What follows belongs to an exercise in optimizing a design on an open flow for small area, a short achievable clock period and few clock cycles; a production flow would make more cautious choices.
The RTL was checked by simulation tests, not by an equivalence proof against the original design.

harbor:
Design dcpc, start of the top module:
module dcpc (
    input  wire        clk,
    input  wire        rst,      
    input  wire        req,
    input  wire        we,
    input  wire        wide,     
    input  wire [15:0] addr,
    input  wire [31:0] wdata,
    output wire        ack,
    output wire        err,
    output wire [31:0] rdata
);
==> flow/config.mk <==
export PLATFORM = sky130hd
export DESIGN_NAME = dcpc
export DESIGN_NICKNAME = dcpc
export VERILOG_FILES = /design/flow/design.v
export SDC_FILE = /design/flow/constraint.sdc
export NUM_CORES = 4
export LEC_CHECK = 0
export CAP_MARGIN = 20
export CORE_MARGIN = 2
export CORE_UTILIZATION = 40
export CTS_BUF_LIST = sky130_fd_sc_hd__clkbuf_4 sky130_fd_sc_hd__clkbuf_8
export PLACE_DENSITY = 0.6
export SETUP_SLACK_MARGIN = 4.0
export SLEW_MARGIN = 20
==> flow/constraint.sdc <==
create_clock -name core_clock -period 10.0 [get_ports {clk}]
set_input_delay 2.0000 -clock core_clock [delete_from_list [all_inputs] [get_ports {clk}]]
set_output_delay 2.0000 -clock core_clock [all_outputs]
set_load 0.01 [all_outputs]
standard.sh (not shown) runs the stock make flow with config.mk's settings and CLKGATE_MAP_FILE= SYNTH_SCRIPT=/design/flow/synth_recipe.tcl, a recipe that flattens the netlist after the stock synthesis.
==> flow/flow/run.sh <==
#!/bin/bash
# The standard layout (the standard.sh, standard synthesis included), with
# the port buffers made as sky130_fd_sc_hd__buf_4 instead of the smallest
# buffer, so that the paths from the inputs to the outputs start and end on
# a faster buffer. Every port is still buffered.
set -euo pipefail
bash standard.sh 'BUFFER_PORTS_ARGS=-buffer_cell sky130_fd_sc_hd__buf_4' finish > run_make.log 2>&1
Testbench counts of harbor, summed over its fixed seeds: cycles 27,139.
The following lists how pepper was set up differently from harbor:
--- a/flow/design.v
+++ b/flow/design.v
@@ -111,21 +111,21 @@
     wire ready   = (ws == W_READY);
     wire par_go  = par_req && ready;
     wire [9:0] a_key = {addr[15], addr[14], addr[8], addr[6:0]};
     wire rd_hit  = rd_fresh && (a_key == pa);
     wire rd_miss = req && idle && !we && !rd_hit;   
     wire rd_adv  = rd_wait || (req && idle && !we);
     wire cp_last = cpl;
     wire ack_busy  = rd_wait || cmd_wait || busy_rd2 || (busy_cp && cpl);
     wire ps_block  = st_valid;           
-    wire par_stall = ps_block && wide && wdata[2];
+    wire par_stall = ps_block && wide && (addr == 16'd0) && wdata[2];
     assign ack = req && (ack_busy || (idle && (we ? !par_stall : rd_hit)));
-    assign err = req && (idle || rd_wait || cmd_wait) && bus_err;
+    assign err = req && (idle || rd_wait) && bus_err;
     wire [3:0] row0 = (ptr[1:0] != 2'd0) ? ptr_r1 : ptr[5:2];
     wire [3:0] row1 = ptr[1] ? ptr_r1 : ptr[5:2];
     wire [3:0] row2 = (ptr[1:0] == 2'd3) ? ptr_r1 : ptr[5:2];
     wire [3:0] row3 = ptr[5:2];
     wire [15:0] bk0 = {rx[{row0, 3'd0}], rx[{row0, 3'd1}]};
     wire [15:0] bk1 = {rx[{row1, 3'd2}], rx[{row1, 3'd3}]};
     wire [15:0] bk2 = {rx[{row2, 3'd4}], rx[{row2, 3'd5}]};
     wire [15:0] bk3 = {rx[{row3, 3'd6}], rx[{row3, 3'd7}]};
     reg  [63:0] win;
@@ -150,30 +150,29 @@
     reg [9:0] pa_seq;
     always @* begin
         if (pa == 10'h004)
             pa_seq = (last_cmd == 2'd2) ? 10'h030 : (last_cmd == 2'd3) ? 10'h050
                    : (last_cmd == 2'd1) ? 10'h02C : 10'h008;
         else if (pa == 10'h070)
             pa_seq = 10'h080;
         else if (pa == 10'h02C)
             pa_seq = 10'h200;
-        else if (pa[9:6] == 4'b0010 && pa[5:0] == {2'b0, d_nlen} && d_nlen != 6'd0)
+        else if (pa[9:6] == 4'b0010 && pa[5:0] == {2'b0, d_nlen})
             pa_seq = 10'h0C0;
         else if (pa[9] || pa[8] || pa[7])
             pa_seq = {pa[9:6], pa_wi};
         else
             pa_seq = {pa[9:7], pa_ri, pa[1:0]};
     end
     wire st_chg;
-    wire [9:0] sa = rd_wait1 ? pa : pa_seq;
+    wire [9:0] sa = rd_adv ? pa_seq : pa;
     wire st_fwd = (req && idle && we) || busy_cp;    
-    wire rd_keep = !rd_adv && !rd_wait1;             
-    wire [9:0] pa_n = rd_miss ? a_key : st_fwd ? 10'h004 : rd_adv ? pa_seq : pa;
+    wire [9:0] pa_n = rd_miss ? a_key : st_fwd ? 10'h004 : sa;
     reg [7:0] txb;
     always @* begin
         case (sa[5:0])
             6'd0:  txb = tx_flash ? tx_dst[47:40] : 8'h01;
             6'd1:  txb = tx_flash ? tx_dst[39:32] : 8'h0E;
             6'd2:  txb = tx_flash ? tx_dst[31:24] : 8'hCF;
             6'd3:  txb = tx_flash ? tx_dst[23:16] : 8'h00;
             6'd4:  txb = tx_flash ? tx_dst[15:8]  : 8'h00;
             6'd5:  txb = tx_flash ? tx_dst[7:0]   : 8'h00;
@@ -240,20 +239,18 @@
     reg [31:0] rd_n;
     always @* begin
         rd_n = 32'd0;
         if (sa[9])
             rd_n[7:0] = txb;
         else if (sa[7])
             rd_n[7:0] = sa[6] ? vd_rd : nm_rd;
         else
             rd_n = reg_rd;
-        if (rd_keep)
-            rd_n = rd_q;
         if (busy_rd)                         
             rd_n = {24'd0, addr[0] ? w1 : w0};
         if (st_fwd)                          
             rd_n = {21'd0, st_ovr_n, st_vlan_n, st_valid_n, 3'd0, st_res_n};
     end
     assign rdata = rd_q;
     wire [47:0] v_dst    = {rx[0], rx[1], rx[2], rx[3], rx[4], rx[5]};
     wire [47:0] v_src    = {rx[6], rx[7], rx[8], rx[9], rx[10], rx[11]};
     wire [15:0] v_et     = {rx[12], rx[13]};
@@ -504,23 +501,22 @@
         end
         if (par_go) begin
             busy_cp  <= 1'b1;
             cp_first <= 1'b1;
         end
         busy_rd  <= rx_rd;
         busy_rd2 <= busy_rd;
         pa       <= pa_n;
         rd_q     <= rd_n;
-        rd_fresh <= !rd_miss && !busy_rd && !(pa_n[8] && !pa_n[9])
-                    && (rd_fresh || !rd_keep || st_fwd);
+        rd_fresh <= !rd_miss && !busy_rd && !(pa_n[8] && !pa_n[9]);
         rd_wait1 <= rd_miss && !rx_rd;
         rd_wait  <= rd_wait1;
-        cmd_wait <= req && idle && we && par_stall && !(cmd_wr && c_par);
+        cmd_wait <= req && idle && we && par_stall && !c_par;
         if (cmd_wr && (c_enc || c_val || c_par))
             last_cmd <= c_enc ? 2'd1 : c_val ? 2'd2 : 2'd3;
         if (rx_rd) begin
             ptr <= addr[6:1];
             ptr_r1 <= addr[6:3] + 4'd1;
             ws  <= W_RESTART;
         end
         if (reg_wr) begin
             case (ra)
--- outcome ---
The final reports for pepper and harbor show synthesized cell area higher in the former. Going from harbor to pepper, antenna diode count grew by 20, area share of and/or/nand/nor cells after synthesis lost 0.35 points, routed via count divided by cell count shows an increase of 0.17, number of instances in the synthesized netlist moved up. Utilization harbor -> pepper: up. The maximum frequency of pepper falls short of that of harbor by 1.1%. harbor reports its path type of the worst setup path as reg -> reg while pepper reports in -> reg. | post-synth net total | lower: harbor |.
Testbench counts of pepper, summed over its fixed seeds: cycles 27,169.

## separate check: timing with driven ports
In the flow no input, the clock included, has a driving cell. The finished layouts below were timed again as built, in two steps. Step 1 assumes that a clkbuf_16 drives the clock port and a buf_2 every other input. Step 2 moves the port delays by t, midway between the first and last clock arrival at a register: inputs arrive t later, outputs are due t later. That takes back most of the time a late clock gives input paths. Three values: no drivers, after step 1, after step 2; two values: the first two.
run	shift t [ns]	setup WS [ns]	latest minus earliest clock arrival (ns)	worst slew at a driven data input, ns	cell pins on the clock port's net
harbor	1.138	3.914 / 3.914 / 3.414	0.102 / 0.102	0.25	1
pepper	1.163	3.845 / 3.853 / 2.689	0.095 / 0.095	0.15	1
After both steps setup and hold are still met in every run listed. The setup slack of pepper, which loses most, moves by +0.008 ns with the drivers and by -1.156 ns with both steps.
